Source: an optimization exercise on an open RTL-to-GDS flow (aim: small area, a short achievable clock period and few clock cycles per item). Production flows keep margins and buffers that such runs may drop. The RTL was checked by simulation tests, not by an equivalence proof against the original design. Power is estimated from default activity; no workload was simulated.

<file path="design.v">
module sentdec_channel #(
    parameter SLOT_COUNT = 16
) (
    input  wire                    clk,
    input  wire                    rst,
    input  wire                    sync_ok,
    input  wire                    slow_clr,
    input  wire                    nib_en,
    input  wire                    crc_en,
    input  wire [2:0]              k,
    input  wire [3:0]              nib,
    output wire                    crc_match,
    output reg  [3:0]              com_status,
    output reg  [11:0]             com_sig1,
    output reg  [11:0]             com_sig2,
    output reg  [31:0]             raw_snap,
    output reg  [SLOT_COUNT-1:0]   slow_flags,
    output reg  [4*SLOT_COUNT-1:0] slot_id,
    output reg  [4*SLOT_COUNT-1:0] slot_data
);
  localparam [3:0] CRC_SEED = 4'h5;
  function [3:0] crc_tab;
    input [3:0] c;
    begin
      case (c)
        4'd0:  crc_tab = 4'd0;
        4'd1:  crc_tab = 4'd13;
        4'd2:  crc_tab = 4'd7;
        4'd3:  crc_tab = 4'd10;
        4'd4:  crc_tab = 4'd14;
        4'd5:  crc_tab = 4'd3;
        4'd6:  crc_tab = 4'd9;
        4'd7:  crc_tab = 4'd4;
        4'd8:  crc_tab = 4'd1;
        4'd9:  crc_tab = 4'd12;
        4'd10: crc_tab = 4'd6;
        4'd11: crc_tab = 4'd11;
        4'd12: crc_tab = 4'd15;
        4'd13: crc_tab = 4'd2;
        4'd14: crc_tab = 4'd8;
        default: crc_tab = 4'd5;
      endcase
    end
  endfunction
  reg [27:0] nb;
  reg [3:0]  crc;
  reg [7:0]  slow_sr;
  reg [3:0]  slow_cnt;
  reg [3:0]  slot_next;
  assign crc_match = (nib == crc);
  wire [8:0] slow_m    = {slow_sr, nb[24]};
  wire       slow_done = (slow_cnt == 4'd8);
  wire       parity_ok = ~(^slow_m);
  wire [3:0] msg_id    = slow_m[8:5];
  wire [3:0] msg_data  = slow_m[4:1];
  reg        id_hit;
  reg  [3:0] hit_slot;
  integer    i;
  always @(*) begin
    id_hit   = 1'b0;
    hit_slot = 4'd0;
    for (i = SLOT_COUNT - 1; i >= 0; i = i - 1) begin
      if (slow_flags[i] && (slot_id[4*i +: 4] == msg_id)) begin
        id_hit   = 1'b1;
        hit_slot = i[3:0];
      end
    end
  end
  wire [3:0] pub_slot = id_hit ? hit_slot : slot_next;
  wire       commit   = crc_en && crc_match;
  wire       publish  = commit && slow_done && parity_ok;
  always @(posedge clk) begin
    if (nib_en)
      nb[4*(6-k) +: 4] <= nib;
    if (sync_ok)
      crc <= CRC_SEED;
    else if (nib_en)
      crc <= crc_tab(crc) ^ nib;
  end
  always @(posedge clk) begin
    if (rst) begin
      com_status <= 4'd0;
      com_sig1   <= 12'd0;
      com_sig2   <= 12'd0;
      raw_snap   <= 32'd0;
      slow_sr    <= 8'd0;
      slow_cnt   <= 4'd0;
      slot_next  <= 4'd0;
    end else begin
      if (crc_en)
        raw_snap <= {nb, nib};
      if (commit) begin
        com_status <= nb[27:24];
        com_sig1   <= nb[23:12];
        com_sig2   <= nb[11:0];
      end
      if (slow_clr || (crc_en && !crc_match) || (commit && slow_done)) begin
        slow_sr  <= 8'd0;
        slow_cnt <= 4'd0;
      end else if (commit) begin
        slow_sr  <= slow_m[7:0];
        slow_cnt <= slow_cnt + 4'd1;
      end
      if (publish && !id_hit)
        slot_next <= slot_next + 4'd1;
    end
  end
  genvar g;
  generate
    for (g = 0; g < SLOT_COUNT; g = g + 1) begin : slot
      always @(posedge clk) begin
        if (rst) begin
          slow_flags[g]      <= 1'b0;
          slot_id[4*g +: 4]   <= 4'd0;
          slot_data[4*g +: 4] <= 4'd0;
        end else if (publish && pub_slot == g) begin
          slow_flags[g]      <= 1'b1;
          slot_id[4*g +: 4]   <= msg_id;
          slot_data[4*g +: 4] <= msg_data;
        end
      end
    end
  endgenerate
endmodule
module sentdec (
    input  wire        clk,
    input  wire        rst,
    input  wire        cmd_valid,
    output wire        cmd_ready,
    input  wire [31:0] cmd_word,
    output reg         rsp_valid,
    output reg  [31:0] rsp_data
);
  localparam SLOT_COUNT = 16;
  localparam [15:0] OPEN_THROTTLE   = 16'd435;
  localparam [15:0] CLOSED_THROTTLE = 16'd3665;
  localparam [15:0] THROTTLE_PREC   = 16'd1;
  localparam [7:0] OP_INIT             = 8'h01;
  localparam [7:0] OP_EDGE             = 8'h02;
  localparam [7:0] OP_GET_DATA         = 8'h10;
  localparam [7:0] OP_GET_FRAME        = 8'h11;
  localparam [7:0] OP_GET_ERR_PERCENT  = 8'h26;
  localparam [7:0] OP_GET_TICK_TIME_NS = 8'h27;
  localparam [7:0] OP_GET_RAW_NIBBLES  = 8'h28;
  localparam [7:0] OP_IS_RAW_DATA      = 8'h30;
  localparam [7:0] OP_SET_RAW          = 8'h31;
  localparam [7:0] OP_RESET_RAW        = 8'h32;
  localparam [7:0] OP_GET_OPEN_THR     = 8'h38;
  localparam [7:0] OP_GET_CLOSED_THR   = 8'h39;
  localparam [7:0] OP_GET_THR_PREC     = 8'h3A;
  localparam [7:0] OP_GET_SLOW_FLAGS   = 8'h40;
  localparam [7:0] OP_GET_SLOW_MSG     = 8'h41;
  localparam [7:0] OP_GET_SLOW_MSG_ID  = 8'h42;
  localparam [3:0] ST_INIT   = 4'd0;
  localparam [3:0] ST_SYNC   = 4'd1;
  localparam [3:0] ST_STATUS = 4'd2;
  localparam [3:0] ST_CRC    = 4'd9;
  localparam [15:0] SYNC_MIN = 16'd135;
  localparam [15:0] SYNC_MAX = 16'd201;
  localparam [3:0] RC_ZERO  = 4'd0;
  localparam [3:0] RC_DATA  = 4'd1;
  localparam [3:0] RC_FRAME = 4'd2;
  localparam [3:0] RC_CNT   = 4'd3;
  localparam [3:0] RC_ERR   = 4'd4;
  localparam [3:0] RC_TICK  = 4'd5;
  localparam [3:0] RC_RAW   = 4'd6;
  localparam [3:0] RC_ISRAW = 4'd7;
  localparam [3:0] RC_OPEN  = 4'd8;
  localparam [3:0] RC_CLOSE = 4'd9;
  localparam [3:0] RC_PREC  = 4'd10;
  localparam [3:0] RC_FLAGS = 4'd11;
  localparam [3:0] RC_MSG   = 4'd12;
  localparam [3:0] RC_ID    = 4'd13;
  localparam [2:0] A_NONE  = 3'd0;
  localparam [2:0] A_SYNC  = 3'd1;    
  localparam [2:0] A_SERR  = 3'd2;    
  localparam [2:0] A_SHORT = 3'd3;
  localparam [2:0] A_LONG  = 3'd4;
  localparam [2:0] A_NIB   = 3'd5;
  localparam [2:0] A_CRC   = 3'd6;
  localparam [2:0] K_SHORT = 3'd0;
  localparam [2:0] K_LONG  = 3'd1;
  localparam [2:0] K_CRC   = 3'd2;
  localparam [2:0] K_SERR  = 3'd3;
  localparam [2:0] K_SYNC  = 3'd4;
  localparam [2:0] K_FRAME = 3'd5;
  integer i;
  reg        initialized;
  reg [3:0]  st0, st1;
  reg [15:0] cal0, cal1;
  reg        ready_q;
  reg        r_v;
  reg [7:0]  r_op;
  reg        r_chok;
  reg        r_c;
  reg [15:0] r_arg;
  wire       lop_done;
  wire       in_long = ((cmd_word[31:24] == OP_GET_ERR_PERCENT) ||
                        (cmd_word[31:24] == OP_GET_TICK_TIME_NS)) &&
                       (cmd_word[23:17] == 7'd0);
  wire       accept  = cmd_valid && ready_q;
  assign cmd_ready = ready_q;
  always @(posedge clk) begin
    if (rst) begin
      ready_q <= 1'b1;
      r_v     <= 1'b0;
    end else begin
      r_v <= accept;
      if (accept && in_long)
        ready_q <= 1'b0;
      else if (lop_done)
        ready_q <= 1'b1;
    end
    r_op   <= cmd_word[31:24];
    r_chok <= (cmd_word[23:17] == 7'd0);
    r_c    <= cmd_word[16];
    r_arg  <= cmd_word[15:0];
  end
  reg        f_v, f_edge, f_init, f_setraw, f_clrraw, f_c, f_chok;
  reg [3:0]  f_rc;
  reg [2:0]  f_ct;
  reg [3:0]  f_slot;
  reg [15:0] f_t, f_S;
  reg [20:0] f_Y;
  reg        f_short, f_long, f_band, f_win;
  wire [3:0] stF      = f_c ? st1 : st0;
  wire       f_live   = f_v && f_edge && f_chok && initialized;
  wire       f_sync   = (stF == ST_INIT) || (stF == ST_SYNC);
  wire       f_accept = f_live && ((stF == ST_INIT) ? f_win : ((stF == ST_SYNC) && f_band));
  wire [15:0] t1 = r_arg;
  wire [15:0] S1 = (f_accept && (f_c == r_c)) ? f_t : (r_c ? cal1 : cal0);
  wire [25:0] Y1   = 26'd112 * t1 - 26'd23 * S1;           
  wire [25:0] Z1   = 26'd112 * t1 - 26'd55 * S1;           
  wire [16:0] lo1  = {1'b0, S1} - {7'd0, S1[15:6]};
  wire [16:0] hi1  = {1'b0, S1} + {7'd0, S1[15:6]};
  wire        band1 = ({1'b0, t1} >= lo1) && ({1'b0, t1} <= hi1);    
  wire        win1  = (t1 >= SYNC_MIN) && (t1 <= SYNC_MAX);
  reg  [3:0]  rc1;
  always @(*) begin
    rc1 = RC_ZERO;
    case (r_op)
      OP_GET_DATA:         if (r_chok) rc1 = RC_DATA;
      OP_GET_FRAME:        if (r_chok) rc1 = RC_FRAME;
      8'h20, 8'h21, 8'h22, 8'h23, 8'h24, 8'h25:
                           if (r_chok) rc1 = RC_CNT;
      OP_GET_ERR_PERCENT:  if (r_chok) rc1 = RC_ERR;
      OP_GET_TICK_TIME_NS: if (r_chok) rc1 = RC_TICK;
      OP_GET_RAW_NIBBLES:  if (r_chok) rc1 = RC_RAW;
      OP_IS_RAW_DATA:      rc1 = RC_ISRAW;
      OP_GET_OPEN_THR:     rc1 = RC_OPEN;
      OP_GET_CLOSED_THR:   rc1 = RC_CLOSE;
      OP_GET_THR_PREC:     rc1 = RC_PREC;
      OP_GET_SLOW_FLAGS:   if (r_chok) rc1 = RC_FLAGS;
      OP_GET_SLOW_MSG:     if (r_chok && r_arg[15:4] == 12'd0) rc1 = RC_MSG;
      OP_GET_SLOW_MSG_ID:  if (r_chok && r_arg[15:4] == 12'd0) rc1 = RC_ID;
      default:             rc1 = RC_ZERO;
    endcase
  end
  always @(posedge clk) begin
    if (rst)
      f_v <= 1'b0;
    else
      f_v <= r_v;
    f_edge   <= (r_op == OP_EDGE);
    f_init   <= (r_op == OP_INIT);
    f_setraw <= (r_op == OP_SET_RAW);
    f_clrraw <= (r_op == OP_RESET_RAW);
    f_c      <= r_c;
    f_chok   <= r_chok;
    f_rc     <= rc1;
    f_ct     <= r_op[2:0];
    f_slot   <= r_arg[3:0];
    f_t      <= t1;
    f_S      <= S1;
    f_Y      <= Y1[20:0];
    f_short  <= Y1[25];
    f_long   <= ~Z1[25];
    f_band   <= band1;
    f_win    <= win1;
  end
  reg  [2:0] actF;
  always @(*) begin
    if (!f_live)          actF = A_NONE;
    else if (f_sync)      actF = f_accept ? A_SYNC : A_SERR;
    else if (f_short)     actF = A_SHORT;
    else if (f_long)      actF = A_LONG;
    else if (stF != ST_CRC) actF = A_NIB;
    else                  actF = A_CRC;
  end
  reg  [3:0] st_next;
  always @(*) begin
    case (actF)
      A_SYNC:                 st_next = ST_STATUS;
      A_SHORT, A_LONG, A_CRC: st_next = ST_SYNC;
      A_NIB:                  st_next = stF + 4'd1;
      default:                st_next = stF;
    endcase
  end
  wire [21:0] dF1 = {1'b0, f_Y} - {3'd0, f_S, 3'd0};
  wire [21:0] dF2 = {1'b0, f_Y} - {2'd0, f_S, 4'd0};
  wire [21:0] dF3 = {1'b0, f_Y} - {2'd0, f_S, 4'd0} - {3'd0, f_S, 3'd0};
  wire [1:0]  hbF = !dF3[21] ? 2'd3 : !dF2[21] ? 2'd2 : !dF1[21] ? 2'd1 : 2'd0;
  wire [18:0] Y2F = !dF3[21] ? dF3[18:0] : !dF2[21] ? dF2[18:0] : !dF1[21] ? dF1[18:0] : f_Y[18:0];
  reg        p_v, p_c, p_rawen, p_rawval;
  reg [2:0]  p_act, p_k, p_ct;
  reg [3:0]  p_rc, p_slot;
  reg [15:0] p_S;
  reg [18:0] p_Y2;
  reg [1:0]  p_hb;
  always @(posedge clk) begin
    if (rst) begin
      initialized <= 1'b0;
      st0  <= ST_INIT;
      st1  <= ST_INIT;
      cal0 <= 16'd0;
      cal1 <= 16'd0;
      p_v  <= 1'b0;
    end else begin
      p_v <= f_v;
      if (f_v && f_init)
        initialized <= 1'b1;
      if (f_live) begin
        if (f_c) st1 <= st_next; else st0 <= st_next;
      end
      if (f_accept) begin
        if (f_c) cal1 <= f_t; else cal0 <= f_t;
      end
    end
    p_act    <= actF;
    p_k      <= stF[2:0] - 3'd2;
    p_c      <= f_c;
    p_rc     <= f_rc;
    p_ct     <= f_ct;
    p_slot   <= f_slot;
    p_rawen  <= (f_setraw || f_clrraw) && initialized;
    p_rawval <= f_setraw;
    p_S      <= f_S;
    p_Y2     <= Y2F;
    p_hb     <= hbF;
  end
  wire        gP1 = ({1'b0, p_Y2} >= {2'd0, p_S, 1'b0});
  wire        gP2 = ({1'b0, p_Y2} >= {1'b0, p_S, 2'b0});
  wire        gP3 = ({1'b0, p_Y2} >= ({1'b0, p_S, 2'b0} + {2'd0, p_S, 1'b0}));
  wire [1:0]  lbP = gP3 ? 2'd3 : gP2 ? 2'd2 : gP1 ? 2'd1 : 2'd0;
  reg        e_v, e_c, e_rawen, e_rawval;
  reg [2:0]  e_act, e_k, e_ct;
  reg [3:0]  e_rc, e_slot, e_nib;
  always @(posedge clk) begin
    if (rst)
      e_v <= 1'b0;
    else
      e_v <= p_v;
    e_act    <= p_act;
    e_k      <= p_k;
    e_c      <= p_c;
    e_rc     <= p_rc;
    e_ct     <= p_ct;
    e_slot   <= p_slot;
    e_rawen  <= p_rawen;
    e_rawval <= p_rawval;
    e_nib    <= {p_hb, lbP};
  end
  wire [1:0]  crc_match;
  wire [3:0]  c_com_status [0:1];
  wire [11:0] c_com_sig1   [0:1];
  wire [11:0] c_com_sig2   [0:1];
  wire [31:0] c_raw_snap   [0:1];
  wire [15:0] c_slow_flags [0:1];
  wire [63:0] c_slot_id    [0:1];
  wire [63:0] c_slot_data  [0:1];
  genvar g;
  generate
    for (g = 0; g < 2; g = g + 1) begin : chan
      wire on = e_v && (e_c == g);
      sentdec_channel #(.SLOT_COUNT(SLOT_COUNT)) u_ch (
          .clk        (clk),
          .rst        (rst),
          .sync_ok    (on && (e_act == A_SYNC)),
          .slow_clr   (on && ((e_act == A_SERR) || (e_act == A_SHORT) || (e_act == A_LONG))),
          .nib_en     (on && (e_act == A_NIB)),
          .crc_en     (on && (e_act == A_CRC)),
          .k          (e_k),
          .nib        (e_nib),
          .crc_match  (crc_match[g]),
          .com_status (c_com_status[g]),
          .com_sig1   (c_com_sig1[g]),
          .com_sig2   (c_com_sig2[g]),
          .raw_snap   (c_raw_snap[g]),
          .slow_flags (c_slow_flags[g]),
          .slot_id    (c_slot_id[g]),
          .slot_data  (c_slot_data[g])
      );
    end
  endgenerate
  reg  [31:0] cnt [0:11];       
  reg         lop_busy, lop_div, lop_tick, lop_c;
  reg  [2:0]  lop_ph;
  reg  [5:0]  lop_cnt;
  reg  [40:0] A;
  reg  [31:0] R;
  wire        e_match = e_c ? crc_match[1] : crc_match[0];
  reg  [2:0]  ksel;
  always @(*) begin
    if (lop_busy)
      ksel = lop_div ? K_FRAME : lop_ph;
    else
      case (e_act)
        A_SYNC:  ksel = K_SYNC;
        A_SERR:  ksel = K_SERR;
        A_SHORT: ksel = K_SHORT;
        A_LONG:  ksel = K_LONG;
        A_CRC:   ksel = e_match ? K_FRAME : K_CRC;
        default: ksel = (e_rc == RC_CNT) ? e_ct : K_SHORT;
      endcase
  end
  wire        csel = lop_busy ? lop_c : e_c;
  wire [31:0] cnt_q = csel ? cnt[6 + ksel] : cnt[ksel];
  wire [31:0] cnt_inc = (&cnt_q) ? cnt_q : cnt_q + 32'd1;
  wire        cnt_we = e_v && (e_act != A_NONE) && (e_act != A_NIB);
  always @(posedge clk) begin
    if (rst) begin
      for (i = 0; i < 12; i = i + 1)
        cnt[i] <= 32'd0;
    end else begin
      for (i = 0; i < 6; i = i + 1) begin
        if (cnt_we && !e_c && ksel == i) cnt[i]     <= cnt_inc;
        if (cnt_we &&  e_c && ksel == i) cnt[6 + i] <= cnt_inc;
      end
    end
  end
  wire        lop_start = e_v && ((e_rc == RC_ERR) || (e_rc == RC_TICK));
  wire [38:0] add_b     = (lop_tick || lop_ph[2]) ? {A[36:0], 2'b00} : {7'd0, cnt_q};
  wire [38:0] add_s     = A[38:0] + add_b;
  wire [31:0] dsr      = (cnt_q == 32'd0) ? 32'd1 : cnt_q;
  wire        skip8    = (lop_cnt >= 6'd8) && ({R, A[40:33]} < {8'd0, dsr});
  wire [32:0] dshift   = {R, A[40]};
  wire [33:0] dsub     = {1'b0, dshift} - {2'b00, dsr};
  wire        dge      = ~dsub[33];
  reg  [2:0]  r7;
  reg  [7:0]  q7;
  reg  [3:0]  v7;
  integer j;
  always @(*) begin
    r7 = R[2:0];
    for (j = 7; j >= 0; j = j - 1) begin
      v7    = {r7, A[16 + j]};
      q7[j] = (v7 >= 4'd7);
      r7    = q7[j] ? (v7 - 4'd7) : v7[2:0];
    end
  end
  assign lop_done = lop_busy && lop_div && (lop_cnt == 6'd0);
  wire [31:0] lop_res = lop_tick ? {8'd0, A[23:0]} :
                        ((A[40:32] != 9'd0) ? 32'hFFFF_FFFF : A[31:0]);
  always @(posedge clk) begin
    if (rst) begin
      lop_busy <= 1'b0;
    end else if (lop_start) begin
      lop_busy <= 1'b1;
      lop_div  <= 1'b0;
      lop_tick <= (e_rc == RC_TICK);
      lop_c    <= e_c;
      lop_ph   <= (e_rc == RC_TICK) ? 3'd3 : 3'd1;
      A        <= (e_rc == RC_TICK) ? {25'd0, (e_c ? cal1 : cal0)} : {9'd0, cnt_q};
    end else if (lop_busy) begin
      if (!lop_div) begin
        lop_ph <= lop_ph + 3'd1;
        if (lop_ph == 3'd5) begin
          A       <= lop_tick ? {2'b00, add_s} : {add_s, 2'b00};
          R       <= 32'd0;
          lop_cnt <= lop_tick ? 6'd3 : 6'd41;
          lop_div <= 1'b1;
        end else begin
          A <= {2'b00, add_s};
        end
      end else if (lop_done) begin
        lop_busy <= 1'b0;
      end else if (lop_tick) begin
        A[23:0] <= {A[15:0], q7};
        R[2:0]  <= r7;
        lop_cnt <= lop_cnt - 6'd1;
      end else if (skip8) begin
        R       <= {R[23:0], A[40:33]};
        A       <= {A[32:0], 8'd0};
        lop_cnt <= lop_cnt - 6'd8;
      end else begin
        R       <= dge ? dsub[31:0] : dshift[31:0];
        A       <= {A[39:0], dge};
        lop_cnt <= lop_cnt - 6'd1;
      end
    end
  end
  reg raw_mode;
  always @(posedge clk) begin
    if (rst)
      raw_mode <= 1'b0;
    else if (e_v && e_rawen)
      raw_mode <= e_rawval;
  end
  wire [3:0]  sts  = c_com_status[e_c];
  wire [11:0] sg1  = c_com_sig1[e_c];
  wire [11:0] sg2  = c_com_sig2[e_c];
  wire [63:0] sids = c_slot_id[e_c];
  wire [63:0] sdat = c_slot_data[e_c];
  reg  [31:0] read_val;
  always @(*) begin
    case (e_rc)
      RC_DATA:  read_val = raw_mode ? {20'd0, sg1} : {16'd0, sts, sg1};
      RC_FRAME: read_val = {4'd0, sts, sg1, sg2};
      RC_CNT:   read_val = cnt_q;
      RC_RAW:   read_val = c_raw_snap[e_c];
      RC_ISRAW: read_val = {31'd0, raw_mode};
      RC_OPEN:  read_val = {16'd0, OPEN_THROTTLE};
      RC_CLOSE: read_val = {16'd0, CLOSED_THROTTLE};
      RC_PREC:  read_val = {16'd0, THROTTLE_PREC};
      RC_FLAGS: read_val = {16'd0, c_slow_flags[e_c]};
      RC_MSG:   read_val = {28'd0, sdat[4*e_slot +: 4]};
      RC_ID:    read_val = {28'd0, sids[4*e_slot +: 4]};
      default:  read_val = 32'd0;
    endcase
  end
  always @(posedge clk) begin
    if (rst)
      rsp_valid <= 1'b0;
    else
      rsp_valid <= (e_v && !lop_start) || lop_done;
    rsp_data <= lop_done ? lop_res : read_val;
  end
endmodule
</file>
<file path="run.sh">
#!/bin/bash
# synth_recipe.tcl (not shown) runs the flow's synth.tcl, then flattens the netlist and writes it again
# the make line also repeats each setting of config.mk as NAME=value (left out here)
make -C /OpenROAD-flow-scripts/flow DESIGN_CONFIG=/design/flow/config.mk WORK_HOME=/design/flow/orfs CLKGATE_MAP_FILE= SYNTH_SCRIPT=/design/flow/synth_recipe.tcl finish
</file>
<file path="config.mk">
export PLATFORM = sky130hd
export DESIGN_NAME = sentdec
export DESIGN_NICKNAME = sentdec
export VERILOG_FILES = /design/flow/design.v
export SDC_FILE = /design/flow/constraint.sdc
export NUM_CORES = 4
export LEC_CHECK = 0
export CAP_MARGIN = 20
export CORE_MARGIN = 2
export CORE_UTILIZATION = 40
export PLACE_DENSITY = 0.6
export SLEW_MARGIN = 20
</file>
<file path="constraint.sdc">
create_clock -name core_clock -period 10.0 [get_ports {clk}]
set_input_delay 2.0000 -clock core_clock [delete_from_list [all_inputs] [get_ports {clk}]]
set_output_delay 2.0000 -clock core_clock [all_outputs]
set_load 0.01 [all_outputs]
</file>
==> flow_metrics.env <==
export IMPL_die_h_um=432.2
export IMPL_p_leak_nw=32.29
export IMPL_finalCritPeriodShare_pct=92.73
export IMPL_synth_edf_count=141
export IMPL_fin_crit_ns=9.273
export IMPL_drt_iter0_drc=6937
export IMPL_postRouteAntennaNets=0
export IMPL_synth_ff_type="dfxtp_1"
export IMPL_path_buf_inv=6
export IMPL_h_tree_depth=4
export IMPL_synth_nets=9163
export IMPL_grt_pass1_vias=62100
export IMPL_root_buffer="clkbuf_16"
export IMPL_clkTransAtPathRegs_ns=0.06
export IMPL_route_detailed_drc=0
export IMPL_fillers=17790
export IMPL_setup_viol=0
export IMPL_setup_tns_ns=0
export IMPL_r2r_start="e_rc[1]"
export IMPL_fmax_ghz=0.1078
export IMPL_routedWlPerCell_um=23.65
export IMPL_nets=9001
export IMPL_yosys_area_share_simple_pct=17.20
export IMPL_synth_distinct_cells=121
export IMPL_holdWs_ns=0.2890
export IMPL_syn_to_final_growth_pct=10.45
export IMPL_synthMuxAreaShare_pct=8.508
export IMPL_cts_max_path_buffers=3
export IMPL_fin_skew_ns=0.04156
export IMPL_synth_top_family_by_area="compound AO/OA/AOI/OAI gates"
export IMPL_avgSynthCellArea_um2=8.556
export IMPL_worstMarginPinSlew_ns=1.207
export IMPL_routed_wl_um=258000
export IMPL_cp_max_fo=21
export IMPL_die_width_um=432.2
export IMPL_row_count=157
export IMPL_vias=64210
export IMPL_regToRegEndpoint="R[3]"
export IMPL_powerDensity_mw_per_mm2=158.0
export IMPL_seqCellArea_mm2=0.02615
export IMPL_cts_hold_buffers=0
export IMPL_status="finished clean"
export IMPL_grt_overflow=0
export IMPL_drive_gt1_share_pct=8.803
export IMPL_io_pins=69
export IMPL_cp_data_arrival_time_ns=9.91
export IMPL_clkSinkCount=1235
export IMPL_clk_latency_ns=0.82
export IMPL_hold_start="f_rc[0]"
export IMPL_grt_max_degree=165
export IMPL_yosysSeqAreaShare_pct=35.63
export IMPL_ir_drop_mv=0.1953
export IMPL_cts_tree="done"
export IMPL_gp_congestion=0.9733
export IMPL_drt_pass1_iterations=6
export IMPL_viasPerCell=5.887
export IMPL_holdPathStages=0
export IMPL_port_buffer_count=68
export IMPL_cp_start_kind="register"
export IMPL_cp_slowest_cell="nor3_2"
export IMPL_holdCritPathClass="reg2reg"
export IMPL_antenna_found_initial=4
export IMPL_maxCapViolCount=0
export IMPL_required_ns=10.64
export IMPL_drv_slew=0
export IMPL_dieArea_mm2=0.1868
export IMPL_yosys_warnings=4
export IMPL_coreArea_mm2=0.1827
export IMPL_criticalPathCategory="reg2reg"
export IMPL_max_stage_delay_ns=1.01
export IMPL_synthAdderAreaFrac_pct=10.73
export IMPL_place_detailed_hpwl_um=174100
export IMPL_cts_resized=0
export IMPL_cp_end_kind="register"
export IMPL_r2r_cells=36
export IMPL_yosys_area_share_xor_xnor_pct=4.485
export IMPL_grt_pass1_wl_um=389600
export IMPL_hold_violations=0
export IMPL_rsz0062_at_grt="false"
export IMPL_relSlewSlack_pct=18.66
export IMPL_path_depth=36
export IMPL_multi_input_area_mm2=0.04360
export IMPL_critPathTopFamily="compound AO/OA/AOI/OAI gates"
export IMPL_syn_area_mm2=0.07334
export IMPL_stdcell_area_mm2=0.08100
export IMPL_r2r_slack_ns=0.73
export IMPL_start_util_pct=40.15
export IMPL_ys_ff_latch=1235
export IMPL_post_cts_buffers=0
export IMPL_postSynth_asyncResetShare_pct=0
export IMPL_grt_use_total_pct=27.02
export IMPL_holdPathEnd="p_rc[0]"
export IMPL_synth_cells=8572
export IMPL_numCtsBuffers=142
export IMPL_cpMostUsedCell="o21ai_0"
export IMPL_synth_compound_area_share_pct=18.08
export IMPL_dpl_cell_area_mm2=0.07631
==> flip-flops by register name, indices dropped and copies added (netlist names), 19 cells and up, named ones only <==
| name | cells |
|---|---|
| cnt | 384 |
| chan.u_ch.slot_data | 128 |
| chan.u_ch.slot_id | 128 |
| chan.u_ch.raw_snap | 64 |
| chan.u_ch.nb | 56 |
| A | 41 |
| R | 32 |
| chan.u_ch.slow_flags | 32 |
| rsp_data | 32 |
| chan.u_ch.com_sig1 | 24 |
| chan.u_ch.com_sig2 | 24 |
| f_Y | 21 |
| p_Y2 | 19 |
==> cells by family after synthesis <==
| group | count (synthesis) |
|---|---|
| AND/OR/NAND/NOR | 2887 |
| AO/OA/AOI/OAI | 2081 |
| buffers and inverters | 936 |
| multiplexers | 510 |
| adder cells (fa/ha/maj) | 556 |
| flip-flops | 1235 |
| XOR/XNOR | 367 |
==> Yosys cell counts (all sizes together) (27+ instances only) <==
master | count | area share, %
nand2 | 1049 | 5.4
xor2 | 113 | 1.3
a221oi | 46 | 0.56
a211oi | 147 | 1.6
mux2 | 57 | 0.88
o22ai | 58 | 0.50
a311oi | 27 | 0.42
mux2i | 368 | 5.0
fa | 122 | 3.3
o221ai | 46 | 0.62
a21o | 108 | 1.1
and2 | 31 | 0.26
inv | 363 | 1.9
ha | 434 | 7.4
nand3 | 252 | 1.7
and3 | 38 | 0.32
nor3 | 195 | 1.4
edfxtp | 141 | 5.8
clkbuf | 411 | 2.1
mux4 | 85 | 2.6
buf | 158 | 1.4
a21oi | 709 | 4.8
a31oi | 44 | 0.38
o21bai | 53 | 0.54
o211ai | 37 | 0.41
dfxtp | 1094 | 30
nand4 | 51 | 0.44
nor2b | 51 | 0.44
xnor2 | 254 | 3.1
o21ai | 519 | 3.6
o21a | 50 | 0.51
a21boi | 37 | 0.38
nor4 | 39 | 0.47
nand2b | 35 | 0.30
nor2 | 1045 | 5.4
==> metrics by stage <==
step / instances / setup slack, ns / total power [mW] / util [%]
floorplan: 8572 / 1.495 / 7.010 / -
global placement: 10650 / 1.038 / 7.585 / 41.73
detailed placement: 10650 / 0.9722 / 7.631 / 41.77
CTS: 10900 / 0.9226 / 12.86 / 44.30
global route: 10910 / 0.2503 / 13.38 / 44.34
finish: 10910 / 0.7271 / 12.80 / 44.34
==> worst reg2reg max path: cells and delay by family, from the launching register on <==
kind,cells,cell delay (ns)
adder cells (fa/ha/maj),3,0.93
AND/OR/NAND/NOR,8,2.09
buffers and inverters,6,1.19
flip-flops,1,0.64
multiplexers,1,0.15
AO/OA/AOI/OAI,18,4.09
==> worst max-delay path by stage <==
stage	startpoint	endpoint	slack, ns
2_1_floorplan	e_nib[1]	R[2]	1.49
3_3_place_gp	e_rc[1]	R[3]	1.04
3_5_place_dp	e_rc[1]	R[3]	0.97
4_1_cts	e_rc[1]	R[3]	0.92
5_1_grt	f_c	f_Y[20]	0.25
6_report	e_rc[1]	R[3]	0.73
==> power breakdown <==
part / leakage (nW) / internal (mW) / total, mW / switching (mW)
Combinational: 19.9 / 0.964 / 2.30 / 1.34
Clock: 2.27 / 3.02 / 5.25 / 2.23
Sequential: 10.1 / 5.11 / 5.24 / 0.132
Total: 32.3 / 9.10 / 12.8 / 3.70
==> routing by layer <==
layer | GRT usage [%] | share of wire [%]
met5 | 0 | 0.0039
met4 | 15.52 | 6.5
met3 | 4.779 | 8.4
met2 | 42.51 | 44
met1 | 34.82 | 41
==> final cells by class <==
type	count	area share, %
well taps	2385	3.684
repair buffers	263	2.783
inverters	367	1.710
clock buffers	209	5.128
multi-input cells	6401	53.83
flip-flops and latches	1235	32.28
diodes	3	0.009268
clock inverters	45	0.5792
==> cells in the final DEF (no fill, tap or decap), drive strengths merged, types with 34 or more instances in the layout <==
cell type,instances
dfxtp,1094
nand2,1049
nor2,1045
a21oi,709
o21ai,519
ha,434
inv,371
mux2i,368
xnor2,254
nand3,252
clkbuf,211
nor3,195
buf,194
a211oi,147
edfxtp,141
fa,122
xor2,113
a21o,108
mux4,85
clkdlybuf4s50,67
o22ai,58
mux2,57
o21bai,53
nand4,51
nor2b,51
o21a,50
a221oi,46
o221ai,46
a31oi,44
nor4,39
and3,38
a21boi,37
o211ai,37
nand2b,35
clkinv,34
Testbench counts, summed over its fixed seeds: cycles 31,215, ops 24,000.

==> afterwards: timing with drivers on the ports <==
Ports are ideal in the flow. The routed layout listed here was re-timed in OpenROAD.
Step 1 assumes that a clkbuf_16 drives the clock port and a buf_2 every other input.
Step 2 also shifts input and output timing later by t, the mid clock arrival at the registers, as if the neighbouring blocks saw the same clock.
Three values: ideal, step 1, step 2; two values: the first two.
t, ns: 0.873
setup WS [ns]: 0.727 / 0.727 / 0.727
worst setup path at the end: register to register
worst register clock-pin slew, ns: 0.07 / 0.07
cell pins on the clock port's net: 1
After both steps this run still meets setup and hold. For this run, drivers alone change the setup slack by 0.000 ns; drivers and shift together by 0.000 ns.
